What follows belongs to an exercise in optimizing a design on an open flow for small area, a short achievable clock period and few clock cycles; a production flow would make more cautious choices. Only simulation tests tie the RTL to the original design; equivalence was not proved. Power is estimated from default activity; no workload was simulated.

**config.mk**
```make
export PLATFORM = sky130hd
export DESIGN_NAME = atc_encode
export DESIGN_NICKNAME = atc_encode
export VERILOG_FILES = /design/flow/design.v
export SDC_FILE = /design/flow/constraint.sdc
export NUM_CORES = 4
export LEC_CHECK = 0
export CAP_MARGIN = 20
export CORE_MARGIN = 2
export CORE_UTILIZATION = 40
export CTS_BUF_LIST = sky130_fd_sc_hd__clkbuf_8
export CTS_CLUSTER_SIZE = 30
export PLACE_DENSITY = 0.6
export SETUP_SLACK_MARGIN = 3.7
export SLEW_MARGIN = 20
export TNS_END_PERCENT = 5
```
**standard.sh**
```bash
#!/bin/bash
# synth_recipe.tcl (not shown) runs the flow's synth.tcl, then flattens the netlist and writes it again
# the make line also repeats each setting of config.mk as NAME=value (left out here)
make -C /OpenROAD-flow-scripts/flow DESIGN_CONFIG=/design/flow/config.mk WORK_HOME=/design/flow/orfs CLKGATE_MAP_FILE= SYNTH_SCRIPT=/design/flow/synth_recipe.tcl "${@:-finish}"
```
**constraint.sdc**
```tcl
create_clock -name core_clock -period 6.0 [get_ports {clk}]
set_input_delay 1.2000 -clock core_clock [delete_from_list [all_inputs] [get_ports {clk}]]
set_output_delay 1.2000 -clock core_clock [all_outputs]
set_load 0.01 [all_outputs]
```
**design.v**
```verilog
module atc_encode (
    input  wire        clk,
    input  wire        rst,           
    input  wire        wr_en,
    input  wire [8:0]  wr_addr,       
    input  wire [31:0] wr_data,
    input  wire        start,         
    output wire        busy,
    output reg  [31:0] result,
    output reg         err_src,       
    output reg  [7:0]  out_len,
    output reg         src_re,
    output reg  [7:0]  src_addr,
    input  wire [7:0]  src_rdata,
    output reg         dst_we,
    output reg  [7:0]  dst_addr,
    output reg  [7:0]  dst_wdata,
    output wire        txp_req,
    input  wire        txp_rsp_valid,
    input  wire        txp_rsp_ok,
    input  wire [7:0]  txp_rsp_val,
    input  wire [31:0] txp_rsp_err
);
    localparam [7:0]  TX_PWR_AUTO = 8'h80;
    localparam [31:0] R_OK      = 32'h0000_0000;
    localparam [31:0] R_MSGSIZE = 32'h0000_0004;
    localparam [31:0] R_RANGE   = 32'h0000_0080;
    localparam N_U16 = 14;
    localparam N_U32 = 7;
    reg busy_r;
    assign busy = busy_r;
    wire        wr_g = wr_en & ~busy_r;
    reg         wq_en;
    reg  [8:0]  wq_addr;
    reg  [31:0] wq_data;
    reg         rst_q;
    always @(posedge clk) begin
        rst_q   <= rst;
        wq_en   <= wr_g & ~rst;
        wq_addr <= wr_addr;
        wq_data <= wr_data;
    end
    wire [31:0] wd = wq_data & {32{~rst_q}};
    function wr_at(input [8:0] a);
        wr_at = rst_q | (wq_en & (wq_addr == a));
    endfunction
    reg [7:0]  max_len;
    reg [17:0] fs_present;
    reg [3:0]  fs_complete;
    reg [7:0]  fs_flags, fs_txp, fs_lerole;
    reg [15:0] fs_appear, fs_advitvl;
    reg [6:0]  fs_u16_count, fs_u32_count;
    reg [4:0]  u128_n;
    reg [5:0]  pta_n;
    reg [7:0]  v_off [0:7];    
    reg [7:0]  v_n   [0:7];    
    reg [23:0] fs_devcls;
    reg [31:0] fs_itvl;
    reg [55:0] fs_leaddr;
    reg [15:0] u16 [0:N_U16-1];
    reg [31:0] u32 [0:N_U32-1];
    always @(posedge clk) begin
        if (wr_at(9'h005)) max_len <= wd[7:0];
        if (wr_at(9'h040)) fs_present <= wd[17:0];
        if (wr_at(9'h041)) fs_complete <= wd[3:0];
        if (wr_at(9'h042)) begin
            fs_flags  <= wd[7:0];
            fs_txp    <= wd[15:8];
            fs_lerole <= wd[23:16];
        end
        if (wr_at(9'h043)) begin
            fs_appear  <= wd[15:0];
            fs_advitvl <= wd[31:16];
        end
        if (wr_at(9'h044)) begin
            fs_u16_count <= wd[7] ? 7'd127 : wd[6:0];
            fs_u32_count <= (wd[15:14] != 2'b00) ? 7'd64 : {1'b0, wd[13:8]};
        end
        if (wr_at(9'h04D)) fs_devcls <= wd[23:0];
        if (wr_at(9'h04E)) fs_itvl <= wd;
        if (wr_at(9'h04F)) fs_leaddr[31:0] <= wd;
        if (wr_at(9'h050)) fs_leaddr[55:32] <= wd[23:0];
    end
    genvar gi;
    generate
        for (gi = 0; gi < 8; gi = gi + 1) begin : g_view
            always @(posedge clk)
                if (wr_at(9'h045 + gi)) begin
                    v_off[gi] <= wd[7:0];
                    if (gi == 0)
                        u128_n <= (wd[15:12] != 4'd0) ? 5'd16 : {1'b0, wd[11:8]};
                    else if (gi == 3)
                        pta_n <= (wd[15:8] > 8'd42) ? 6'd43 : wd[13:8];
                    else
                        v_n[gi] <= wd[15:8];
                end
        end
        for (gi = 0; gi < N_U16; gi = gi + 1) begin : g_u16
            always @(posedge clk)
                if (wr_at(9'h080 + gi)) u16[gi] <= wd[15:0];
        end
        for (gi = 0; gi < N_U32; gi = gi + 1) begin : g_u32
            always @(posedge clk)
                if (wr_at(9'h100 + gi)) u32[gi] <= wd;
        end
    endgenerate
    reg [7:0] f_type [0:31];
    reg [8:0] f_n    [0:17];
    reg       f_view [0:17];
    reg [7:0] f_off  [0:17];
    reg [6:0] f_base [0:31];
    wire [8:0] pta6 = {1'b0, pta_n, 2'b00} + {2'b00, pta_n, 1'b0};
    integer fi;
    always @* begin
        for (fi = 18; fi < 32; fi = fi + 1) begin
            f_type[fi] = 8'd0;
            f_base[fi] = 7'd0;
        end
        for (fi = 0; fi < 18; fi = fi + 1) begin
            f_view[fi] = 1'b0;
            f_off[fi]  = 8'd0;
            f_base[fi] = 7'd0;
        end
        f_type[0]  = 8'h01;                          f_n[0]  = 9'd1;  f_base[0]  = 7'd64;
        f_type[1]  = fs_complete[0] ? 8'h03 : 8'h02;
        f_n[1]  = {1'b0, fs_u16_count, 1'b0};                     f_base[1]  = 7'd0;
        f_type[2]  = fs_complete[1] ? 8'h05 : 8'h04;
        f_n[2]  = {fs_u32_count, 2'b00};                          f_base[2]  = 7'd32;
        f_type[3]  = fs_complete[2] ? 8'h07 : 8'h06;
        f_n[3]  = {u128_n, 4'd0};
        f_type[4]  = fs_complete[3] ? 8'h09 : 8'h08; f_n[4]  = {1'b0, v_n[1]};
        f_type[5]  = 8'h0A;                          f_n[5]  = 9'd1;  f_base[5]  = 7'd65;
        f_type[6]  = 8'h0D;                          f_n[6]  = 9'd3;  f_base[6]  = 7'd66;
        f_type[7]  = 8'h12;                          f_n[7]  = 9'd4;  f_base[7]  = 7'd69;
        f_type[8]  = 8'h16;                          f_n[8]  = {1'b0, v_n[2]};
        f_type[9]  = 8'h17;                          f_n[9]  = pta6;
        f_type[10] = 8'h19;                          f_n[10] = 9'd2;  f_base[10] = 7'd73;
        f_type[11] = 8'h1A;                          f_n[11] = 9'd2;  f_base[11] = 7'd75;
        f_type[12] = 8'h1B;                          f_n[12] = 9'd7;  f_base[12] = 7'd77;
        f_type[13] = 8'h1C;                          f_n[13] = 9'd1;  f_base[13] = 7'd84;
        f_type[14] = 8'h20;                          f_n[14] = {1'b0, v_n[4]};
        f_type[15] = 8'h21;                          f_n[15] = {1'b0, v_n[5]};
        f_type[16] = 8'h24;                          f_n[16] = {1'b0, v_n[6]};
        f_type[17] = 8'hFF;                          f_n[17] = {1'b0, v_n[7]};
        f_view[3]  = 1'b1; f_off[3]  = v_off[0];
        f_view[4]  = 1'b1; f_off[4]  = v_off[1];
        f_view[8]  = 1'b1; f_off[8]  = v_off[2];
        f_view[9]  = 1'b1; f_off[9]  = v_off[3];
        f_view[14] = 1'b1; f_off[14] = v_off[4];
        f_view[15] = 1'b1; f_off[15] = v_off[5];
        f_view[16] = 1'b1; f_off[16] = v_off[6];
        f_view[17] = 1'b1; f_off[17] = v_off[7];
    end
    reg  [7:0] txp_val;        
    reg  [6:0] g;              
    reg  [15:0] gq_lo;
    reg  [5:0]  gq_hi;
    reg  [3:0]  gq_b;
    reg  [7:0]  hb [0:20];
    always @* begin
        hb[0]  = fs_flags;
        hb[1]  = (fs_txp == TX_PWR_AUTO) ? txp_val : fs_txp;
        hb[2]  = fs_devcls[7:0];
        hb[3]  = fs_devcls[15:8];
        hb[4]  = fs_devcls[23:16];
        hb[5]  = fs_itvl[7:0];
        hb[6]  = fs_itvl[15:8];
        hb[7]  = fs_itvl[23:16];
        hb[8]  = fs_itvl[31:24];
        hb[9]  = fs_appear[7:0];
        hb[10] = fs_appear[15:8];
        hb[11] = fs_advitvl[7:0];
        hb[12] = fs_advitvl[15:8];
        hb[13] = fs_leaddr[7:0];
        hb[14] = fs_leaddr[15:8];
        hb[15] = fs_leaddr[23:16];
        hb[16] = fs_leaddr[31:24];
        hb[17] = fs_leaddr[39:32];
        hb[18] = fs_leaddr[47:40];
        hb[19] = fs_leaddr[55:48];
        hb[20] = fs_lerole;
    end
    reg  [7:0] pbyte;
    integer pi, bi;
    always @* begin
        pbyte = 8'h00;
        for (pi = 0; pi < N_U16; pi = pi + 1)
            for (bi = 0; bi < 2; bi = bi + 1)
                pbyte = pbyte | ({8{gq_lo[pi / 2] & gq_b[2 * (pi % 2) + bi]}} & u16[pi][8*bi +: 8]);
        for (pi = 0; pi < N_U32; pi = pi + 1)
            for (bi = 0; bi < 4; bi = bi + 1)
                pbyte = pbyte | ({8{gq_lo[8 + pi] & gq_b[bi]}} & u32[pi][8*bi +: 8]);
        for (pi = 0; pi < 21; pi = pi + 1)
            pbyte = pbyte | ({8{gq_hi[pi / 4] & gq_b[pi % 4]}} & hb[pi]);
    end
    localparam [1:0] P_LEN = 2'd0,    
                     P_TYP = 2'd1,    
                     P_PAY = 2'd2,    
                     P_TXP = 2'd3;    
    reg  [1:0]  ph;
    reg         hold;          
    reg         txp_req_r;
    reg  [17:0] rem;           
    reg         stale_a, stale_b, stale_c;
    reg  [9:0]  room;          
    reg  [7:0]  cnt;           
    reg  [4:0]  k_cur;         
    reg         view_cur;
    reg         zf;            
    reg  [7:0]  pf;            
    assign txp_req = txp_req_r;
    reg         nx_valid;
    reg  [8:0]  nx_n;
    reg  [4:0]  nx_k;
    reg         nx_view;
    reg  [7:0]  nx_off;
    reg         nx_auto;
    reg         nx_fit;        
    reg         nx_in;         
    wire        stale    = stale_a || stale_b || stale_c;
    wire        refresh  = stale && (hold || !busy_r);
    wire        go       = start && !busy_r;
    wire        fast     = go && !stale;
    wire [17:0] src      = refresh ? fs_present : rem;
    wire [17:0] oh       = src & ~(src - 18'd1);
    reg  [8:0]  l_n;
    reg  [7:0]  l_off;
    reg  [4:0]  l_k;
    reg         l_view;
    always @* begin
        l_n = 9'd0; l_k = 5'd0; l_off = 8'd0; l_view = 1'b0;
        for (fi = 0; fi < 18; fi = fi + 1) begin
            l_n    = l_n    | ({9{oh[fi]}} & f_n[fi]);
            l_k    = l_k    | ({5{oh[fi]}} & fi[4:0]);
            l_off  = l_off  | ({8{oh[fi]}} & f_off[fi]);
            l_view = l_view | (oh[fi] & f_view[fi]);
        end
    end
    wire [8:0] vend     = {1'b0, nx_off} + {1'b0, nx_n[7:0]};
    wire       len_step = (busy_r && ph == P_LEN && !hold) || fast || (hold && !stale);
    wire       txp_step = busy_r && ph == P_TXP && txp_rsp_valid;
    wire [7:0] ptr      = (busy_r && !hold) ? out_len : 8'd0;
    wire issue_len = (len_step && nx_valid && !nx_auto && nx_fit && nx_in)
                  || (txp_step && txp_rsp_ok && nx_fit);
    wire nx_upd    = refresh || issue_len;
    wire typ_step  = busy_r && ph == P_TYP;
    wire [6:0] g_nx = issue_len ? f_base[nx_k] : g + 7'd1;
    wire pay_step  = busy_r && ph == P_PAY;
    always @(posedge clk) begin
        stale_b <= stale_a;
        stale_c <= stale_b;
        if (nx_upd) begin
            nx_valid <= |src;
            nx_n     <= l_n;
            nx_k     <= l_k;
            nx_view  <= l_view;
            nx_off   <= l_off;
            nx_auto  <= oh[5] && (fs_txp == TX_PWR_AUTO);
            rem      <= src & ~oh;
        end
        nx_fit <= !room[9] && ({1'b0, nx_n} <= room);
        nx_in  <= !nx_view || !vend[8] || (vend[7:0] == 8'd0);
        if (issue_len)
            room <= room - {2'b00, nx_n[7:0]} - 10'd2;
        else if (!busy_r || hold)
            room <= {2'b00, max_len} - 10'd2;
        src_addr <= issue_len ? nx_off : src_addr + 8'd1;
        pf    <= zf ? 8'h00 : pbyte;
        g     <= g_nx;
        gq_lo <= g_nx[6] ? 16'd0 : 16'd1 << g_nx[5:2];
        gq_hi <= (g_nx[6] && !g_nx[5]) ? 6'd1 << g_nx[4:2] : 6'd0;
        gq_b  <= 4'd1 << g_nx[1:0];
        zf    <= !issue_len && (zf || (!g[6] && g[4:0] == 5'd27));
        if (issue_len) begin
            cnt      <= nx_n[7:0];
            k_cur    <= nx_k;
            view_cur <= nx_view;
        end else if (pay_step)
            cnt <= cnt - 8'd1;
        if (txp_step) txp_val <= txp_rsp_val;
        dst_addr  <= ptr;
        dst_wdata <= issue_len ? nx_n[7:0] + 8'd1 :
                     typ_step  ? f_type[k_cur] :
                     view_cur  ? src_rdata : pf;
    end
    always @(posedge clk) begin
        stale_a <= rst || (busy_r && !hold) || (wr_g && wr_addr[8:7] == 2'b00);
        if (rst) begin
            busy_r    <= 1'b0;
            ph        <= P_LEN;
            hold      <= 1'b0;
            txp_req_r <= 1'b0;
            result    <= R_OK;
            err_src   <= 1'b0;
            out_len   <= 8'd0;
            dst_we    <= 1'b0;
            src_re    <= 1'b0;
        end else begin
            dst_we <= issue_len || typ_step || pay_step;
            if (issue_len || typ_step || pay_step) out_len <= ptr + 8'd1;
            if (issue_len)
                src_re <= nx_view && nx_n[7:0] != 8'd0;
            else if (typ_step)
                src_re <= view_cur && cnt > 8'd1;
            else if (pay_step)
                src_re <= view_cur && cnt > 8'd2;
            else
                src_re <= 1'b0;
            if (go && stale) begin
                busy_r <= 1'b1;
                ph     <= P_LEN;
                hold   <= 1'b1;
            end
            if (hold && !stale) hold <= 1'b0;
            if (len_step) begin
                if (!nx_valid) begin
                    result  <= R_OK;
                    err_src <= 1'b0;
                    out_len <= ptr;
                    busy_r  <= 1'b0;
                end else if (nx_auto) begin
                    txp_req_r <= 1'b1;
                    ph        <= P_TXP;
                    out_len   <= ptr;
                    busy_r    <= 1'b1;
                end else if (!nx_fit || !nx_in) begin
                    result  <= nx_fit ? R_RANGE : R_MSGSIZE;
                    err_src <= 1'b0;
                    out_len <= ptr;
                    busy_r  <= 1'b0;
                end
            end
            if (txp_step) begin
                txp_req_r <= 1'b0;
                if (!txp_rsp_ok) begin
                    result  <= txp_rsp_err;
                    err_src <= 1'b1;
                    busy_r  <= 1'b0;
                    ph      <= P_LEN;
                end else if (!nx_fit) begin
                    result  <= R_MSGSIZE;
                    err_src <= 1'b0;
                    busy_r  <= 1'b0;
                    ph      <= P_LEN;
                end
            end
            if (issue_len) begin
                busy_r <= 1'b1;
                ph     <= P_TYP;
            end else if (typ_step)
                ph <= (cnt == 8'd0) ? P_LEN : P_PAY;
            else if (pay_step && cnt == 8'd1)
                ph <= P_LEN;
        end
    end
endmodule
```
**flow/run.sh**
```bash
#!/bin/bash
# Standard layout, with the port buffers made from buf_4 cells instead of the
# resizer's default choice, so that the I/O paths are not slowed by delay cells.
set -euo pipefail
export BUFFER_PORTS_ARGS="-buffer_cell sky130_fd_sc_hd__buf_4"
bash standard.sh > standard.log 2>&1
```
==> results of run 1 <==
==> stage by stage <==
stage	total power [uW]	setup WS [ps]	hold WS (ps)	cells	area [um2]
finish	21000	3360	418	4503	47900
global route	21900	3300	410	4503	47900
floorplan	12200	3220	358	2729	39900
detailed placement	14200	2460	367	4098	42800
CTS	20500	3330	394	4467	47100
global placement	14100	2600	363	4097	42800
==> power breakdown <==
group / switching (uW) / internal (uW)
Combinational: 3620 / 2100
Clock: 2850 / 3110
Sequential: 690 / 8660
Total: 7160 / 13900
==> state kept, by name (all words and copies together) (netlist names), 9 cells and up <==
| register | flops |
|---|---|
| fs_advitvl | 16 |
| fs_appear | 16 |
| fs_devcls | 24 |
| fs_itvl | 32 |
| fs_leaddr | 56 |
| fs_present | 18 |
| gq_lo | 14 |
| nx_n | 9 |
| rem | 17 |
| result | 32 |
| room | 10 |
| u16 | 224 |
| u32 | 224 |
| v_n | 48 |
| v_off | 64 |
| wq_addr | 9 |
| wq_data | 32 |
==> synthesized netlist by cell type (7+ instances only) <==
library cell | instances | area share [%]
buf_1 | 20 | 0.19
o21ai_0 | 72 | 0.90
and2_1 | 17 | 0.27
a21o_1 | 34 | 0.64
a31oi_1 | 31 | 0.49
a211oi_1 | 7 | 0.13
nand2_1 | 141 | 1.3
xor2_1 | 16 | 0.35
a22oi_1 | 199 | 3.8
a221oi_1 | 32 | 0.70
buf_2 | 14 | 0.18
nand3_1 | 113 | 1.4
a222oi_1 | 47 | 1.2
dfxtp_1 | 160 | 8.0
mux2i_1 | 19 | 0.48
edfxtp_1 | 857 | 65
a32oi_1 | 15 | 0.33
mux2_2 | 8 | 0.23
or2_2 | 12 | 0.19
nor3_1 | 34 | 0.43
or3_1 | 8 | 0.13
clkbuf_1 | 121 | 1.1
o21bai_1 | 7 | 0.13
nor2b_1 | 49 | 0.77
a41oi_1 | 8 | 0.18
a21boi_0 | 7 | 0.13
nand3b_1 | 7 | 0.13
a22o_1 | 64 | 1.4
nand2b_1 | 26 | 0.41
a21oi_1 | 70 | 0.88
nor4b_1 | 7 | 0.15
nor2_1 | 119 | 1.1
nor4_1 | 41 | 0.64
o21a_1 | 7 | 0.13
o211ai_1 | 12 | 0.23
nand4_1 | 54 | 0.85
inv_1 | 66 | 0.62
ha_1 | 45 | 1.4
and3_1 | 29 | 0.46
xnor2_1 | 23 | 0.51
==> metal layers <==
metal / part of all wire, % / vias to the layer above
li1: - / 11600
met1: 38 / 13800
met2: 47 / 1869
met3: 11 / 324
met4: 3.8 / 0
met5: 0 / -
==> area by class of cell <==
cell class                      count  area (um2)  area share, %
Timing Repair Buffer              340        3040           6.35
Clock inverter                    127         863           1.80
Multi-Input combinational cell   1486       10800           22.5
Tap cell                         1287        1610           3.36
Sequential cell                  1017       29000           60.5
Inverter                           70         275          0.574
Clock buffer                      174        2390           4.99
Antenna cell                        2        5.00         0.0104
==> kinds of logic (layout without fill, tap and decap cells) <==
kind of cell | Yosys count | in the layout
xor gates and xnor gates | 39 | 39
AOI/OAI and AO/OA | 672 | 673
other | 0 | 2
muxes | 28 | 28
DFF | 1017 | 1017
adders and majority gates | 51 | 51
buffers and inverters | 228 | 711
and+or+nand+nor | 694 | 695
==> how the worst min path moves through the flow <==
stage	end	slack [ps]	depth (start not counted)
after floorplan	stale_b	360	0
after global placement	stale_c	360	0
after detailed placement	stale_b	370	0
after CTS	stale_b	390	0
after global routing	wq_data[24]	410	1
final	stale_b	420	0
==> layout by cell type, fill, tap and decap left out, types with 23 or more instances in the layout <==
| cell type | count |
|---|---|
| edfxtp_1 | 857 |
| nor3_1 | 30 |
| dfxtp_1 | 135 |
| a21oi_1 | 64 |
| buf_4 | 293 |
| o21ai_0 | 67 |
| a22o_1 | 64 |
| clkbuf_8 | 174 |
| nand2b_1 | 25 |
| clkinv_1 | 26 |
| inv_1 | 119 |
| a222oi_1 | 47 |
| and3_1 | 29 |
| nor2b_1 | 34 |
| a31oi_1 | 28 |
| a221oi_1 | 25 |
| nor4_1 | 37 |
| nand2_1 | 136 |
| a22oi_1 | 197 |
| a21o_1 | 26 |
| nand4_1 | 54 |
| ha_1 | 40 |
| nor2_1 | 113 |
| nand3_1 | 107 |
| xnor2_1 | 23 |
==> repair_timing <==
action                                  in CTS  in global routing
resized for setup                           96                117
endpoints found under the setup margin     837                711
pin swaps                                   30                 34
buffers inserted                            62                 29
cloned                                       6                  3
==> results.yml, run 1 <==
run_status:
  status: "no timing/DRC/antenna violations"
critical_path:
  crit_required_ps: 6580
  critical_path.top_delay_family: "adder cells"
  path_buf_inv: 1
  worstSetupStartpointType: "flop"
  path_class: "flop to flop"
  crit_end: "room[9]"
  rr_endpoint: "room[9]"
  rr_startpoint: "nx_n[2]"
  critical_path_depth: 9
  path_cells: "ha_1 > inv_1 > fa_2 > o21bai_4 > a21oi_2 > o21ai_2 > o41ai_4 > xnor2_1 > a21oi_1"
  critPathMaxFanout: 3
  r2r_cells: 9
  max_stage_delay_ps: 600
  crit_path_start: "nx_n[2]"
  endpoint_kind: "flop"
  rrSetupSlack_ps: 3360
  critPathArrivalTime_ps: 3220
  cp_slowest_cell: "fa_2"
sta:
  tightestPinTransition_ps: 1170
  skew_ps: 56.3
  maxSlewHeadroom_pct: 21.7
  final_hold_viol_count: 0
  tns_ps: 0
  grt_setup_unrepaired: "true"
  drv_slew: 0
  final-setup-viol-count: 0
  finalCritPeriodShare_pct: 44.0
  clock.fmax_mhz: 379
  fin_crit_ps: 2640
clock_network:
  clk_latency_ps: 870
  htree_levels: 4
  cts_max_path_buffers: 3
  cts-root-buf: "clkbuf_8"
  cts.reportedPaths.clkPinSlew_ps: 60
  clock-sinks: 1017
  cts_tree: "done"
  numCtsBuffers: 167
  postCtsHoldBufs: 0
global_routing:
  grt_util_met3_pct: 5.64
  antenna_found_initial: 7
  use_met2_pct: 42.2
  grt-ovfl-total: 0
  top_usage_layer: "met2"
  grt_pass1_vias: 27000
  grt_max_degree: 56
  grt_pass1_wl_mm: 189
  grt_use_met1_pct: 32.8
  grt_usage_pct: 25.4
synth:
  syn_inst: 2729
  synth-compound-area-share_pct: 12.7
  yosysWarnings: 11
  seq_area_frac_synth_pct: 72.7
  async_flop_share_pct: 0
  synth_ff_type: "edfxtp_1"
  syn_area_um2: 39800
  synth_top_family_by_area: "compound AO/OA/AOI/OAI gates"
  syn_area_per_cell_um2: 14.6
  syn-num-nets: 2875
  synth.ff_latch_count: 1017
  synthAdderAreaFrac_pct: 1.72
  synth_cell_type_count: 86
  synth_edf_count: 857
  yosys.area_share.simple_pct: 9.12
  synth-xor-area-share_pct: 0.858
  muxShareOfSynthArea_pct: 0.741
placement:
  gp_congestion: 0.871
  io_buffers: 163
  dpl.hpwl_mm: 74.3
route:
  ant_nets: 0
  first_pass_iters: 8
  wirelength_mm: 133
  dr_total_vias: 27600
  avgRoutedWirePerCell_um: 29.5
  first_iter_violations: 3788
  drc: 0
  viasPerCell: 6.13
run:
  cap_violations: 0
layout:
  fin_util_pct: 48.6
  drive_gt1_share_pct: 23.2
  fillers: 8319
  layout.nets: 3228
  syn_to_final_growth_pct: 20.4
floorplanning:
  fp.dieH_um: 320
  chipWidth_um: 320
  pin_count: 164
  dieArea_um2: 102000
  core_area_um2: 98600
  row_count: 115
  start_util_pct: 40.4
hold_path:
  hold_start: "stale_a"
  min_path_type: "flop to flop"
pwr:
  power_density_nw_per_um2: 439
  p_leak_uw: 0.0173
  ir_worst_vdd_uv: 213
Testbench counts, summed over its fixed seeds: cycles 32,200.
==> inputs of run 2 (changes only) <==
--- a/config.mk
+++ b/config.mk
@@ -9,6 +9,4 @@
 export CORE_MARGIN = 2
 export CORE_UTILIZATION = 40
-export CTS_BUF_LIST = sky130_fd_sc_hd__clkbuf_8
-export CTS_CLUSTER_SIZE = 30
 export PLACE_DENSITY = 0.6
 export SETUP_SLACK_MARGIN = 3.7
==> run 2 against run 1 <==
Still clean on timing, DRC and antenna. Clock skew down 1.4 ps. Total power rose by 2.1%. Area after synthesis stayed put. Clock-buffer cell count is 27 lower. Critical path type unchanged. Largest cell class unchanged.
==> results.yml, run 2 <==
sta:
  tightestPinTransition_ps: 1210
  tns_ps: 0
  drv_slew: 0
  final-setup-viol-count: 0
  clock.fmax_mhz: 392
  fin_crit_ps: 2550
  skew_ps: 54.9
  setup_slack_ps: 3450
  maxSlewHeadroom_pct: 19.3
  grt_setup_unrepaired: "true"
  finalCritPeriodShare_pct: 42.6
  hold-worst-slack_ps: 382
  final_hold_viol_count: 0
global_routing:
  top_usage_layer: "met2"
  use_met2_pct: 41.8
  antenna_found_initial: 3
  grt_pass1_wl_mm: 188
  grt_util_met3_pct: 4.76
  grt_pass1_vias: 26500
  grt_use_met1_pct: 32.8
  grt_usage_pct: 25.2
  grt-ovfl-total: 0
  grt_max_degree: 56
clock_network:
  htree_levels: 3
  clk_latency_ps: 700
  cts.reportedPaths.clkPinSlew_ps: 60
  clock-sinks: 1017
  postCtsHoldBufs: 0
  numCtsBuffers: 100
  cts-root-buf: "clkbuf_16"
  cts_tree: "done"
  cts_max_path_buffers: 3
synth:
  synth.ff_latch_count: 1017
  syn_inst: 2729
  synth_cell_type_count: 86
  synthTopCellsByCount: "edfxtp_1, a22oi_1, dfxtp_1"
  synth_top_area_share_pct: 64.6
  yosysWarnings: 11
  syn_area_um2: 39800
  synth_ff_type: "edfxtp_1"
  yosysMostFrequentCell: "edfxtp_1"
  syn_area_per_cell_um2: 14.6
  async_flop_share_pct: 0
  yosysTopAreaCell: "edfxtp_1"
  yosys-top-cells-area: "edfxtp_1, dfxtp_1, a22oi_1, nand3_1, ha_1"
  syn-num-nets: 2875
  seq_area_frac_synth_pct: 72.7
  synth_edf_count: 857
critical_path:
  critPathArrivalTime_ps: 3060
  rr_startpoint: "gq_lo[10]"
  path_class: "flop to flop"
  critPathMaxFanout: 18
  crit_path_start: "gq_lo[10]"
  worstSetupStartpointType: "flop"
  endpoint_kind: "flop"
  crit_required_ps: 6510
run_status:
  status: "no timing/DRC/antenna violations"
run:
  cap_violations: 0
floorplanning:
  chipWidth_um: 320
  start_util_pct: 40.4
  row_count: 115
  pin_count: 164
  core_area_um2: 98600
  dieArea_um2: 102000
  fp.dieH_um: 320
route:
  dr_total_vias: 27000
  avgRoutedWirePerCell_um: 30.0
  drc: 0
  viasPerCell: 6.17
  wirelength_mm: 132
  first_iter_violations: 3694
  first_pass_iters: 8
  ant_nets: 0
layout:
  syn_to_final_growth_pct: 20.0
  layout.nets: 3156
  final_cell_mix: "edfxtp_1, buf_4, a22oi_1, dfxtp_1, nand2_1"
  final_cells: 4382
  reg.largest.list: "u16 x224, u32 x224, v_off x64"
  drive_gt1_share_pct: 21.6
  fillers: 8302
  final_common_cell: "edfxtp_1"
pwr:
  p_leak_uw: 0.0170
  power_density_nw_per_um2: 449
  ir_worst_vdd_uv: 221
placement:
  dpl.hpwl_mm: 74.3
  dp_cells: 4098
  gp_congestion: 0.871
  dp_slack_ps: 2460
  io_buffers: 163
hold_path:
  min_path_type: "flop to flop"
  hold_start: "stale_a"
==> run 2: metal layers <==
metal / share of wire [%] / wire length [um]
met4: 4.0 / 5300
met1: 38 / 50600
met3: 10 / 13500
met2: 47 / 62200
met5: 0.0099 / 13
==> run 2: path summary, 6_finish.rpt <==
kind                                 to  slack [ps]  depth (start not counted)
worst max register to register    pf[5]        3450                          8
worst max-delay path              pf[5]        3450                          8
worst min-delay path            stale_b         380                          0
worst min register to register  stale_b         380                          0
==> run 2: what timing repair did <==
| action | 4_1_cts | 5_1_grt |
|---|---|---|
| cloned | 9 | 0 |
| pin swaps | 32 | 26 |
| gates resized for setup | 125 | 53 |
| setup buffers | 71 | 15 |
| setup endpoints to repair | 908 | 711 |
==> run 2: kinds of logic (layout without fill, tap and decap cells) <==
kind of cell | Yosys count | after routing | synth area share [%]
flops | 1017 | 1017 | 72.7
simple gates | 694 | 695 | 9.12
compound gates | 672 | 673 | 12.7
buf+inv | 228 | 588 | 2.24
fa+ha+maj | 51 | 51 | 1.72
xor+xnor | 39 | 39 | 0.858
mux | 28 | 31 | 0.741
other cells | 0 | 1 | 0
==> run 2: critical path: stages, from the launching register on <==
cell,delay (ps)
dfxtp_1,320
buf_4,240
buf_4,300
a22oi_1,220
nand2_1,80
a221oi_1,240
nand4_1,160
a222oi_1,570
a21oi_2,210
==> run 2: report_power, final <==
part | switching, uW | internal [uW]
Sequential | 673 | 8650
Clock | 2750 | 3550
Combinational | 3690 | 2160
==> run 2: cell type report <==
class	instances	area, um2	share of cell area (%)
Clock inverter	39	437	0.913
Antenna cell	1	2.50	0.00523
Tap cell	1287	1610	3.37
Sequential cell	1017	29000	60.6
Inverter	70	282	0.589
Timing Repair Buffer	331	2810	5.89
Multi-Input combinational cell	1489	10800	22.6
Clock buffer	147	2900	6.06
Timing Repair inverter	1	6.26	0.0131
==> run 2: stage by stage <==
stage / instance area [um2] / power (uW) / util [%]
after CTS: 47400 / 21100 / 48.1
after global routing: 47800 / 22200 / 48.5
after global placement: 42800 / 14100 / 43.4
after detailed placement: 42800 / 14200 / 43.4
after floorplan: 39900 / 12200 / -
final: 47800 / 21500 / 48.5

[re-timing with driven ports]
No port has a modelled driver above. Below, the same layouts with a new extraction and two added sets of constraints.
Step 1 assumes that a clkbuf_16 drives the clock port and a buf_2 every other input.
Step 2, shift: input delay + t, output delay - t, t = (earliest + latest rising clock arrival at the registers) / 2. This alone moves slack from input paths to output paths.
a / b / c = ideal / step 1 / step 2; a / b = the first two.
| run | t, ns | setup WS [ns] | pins driven straight from the clock port |
|---|---|---|---|
| run 1 | 0.899 | 3.361 / 3.361 / 2.728 | 1 |
| run 2 | 0.746 | 3.447 / 3.447 / 2.832 | 1 |
After both steps every run listed still meets setup and hold. The setup slack of run 1, which loses most, moves by 0.000 ns with the drivers and by -0.633 ns with both steps.
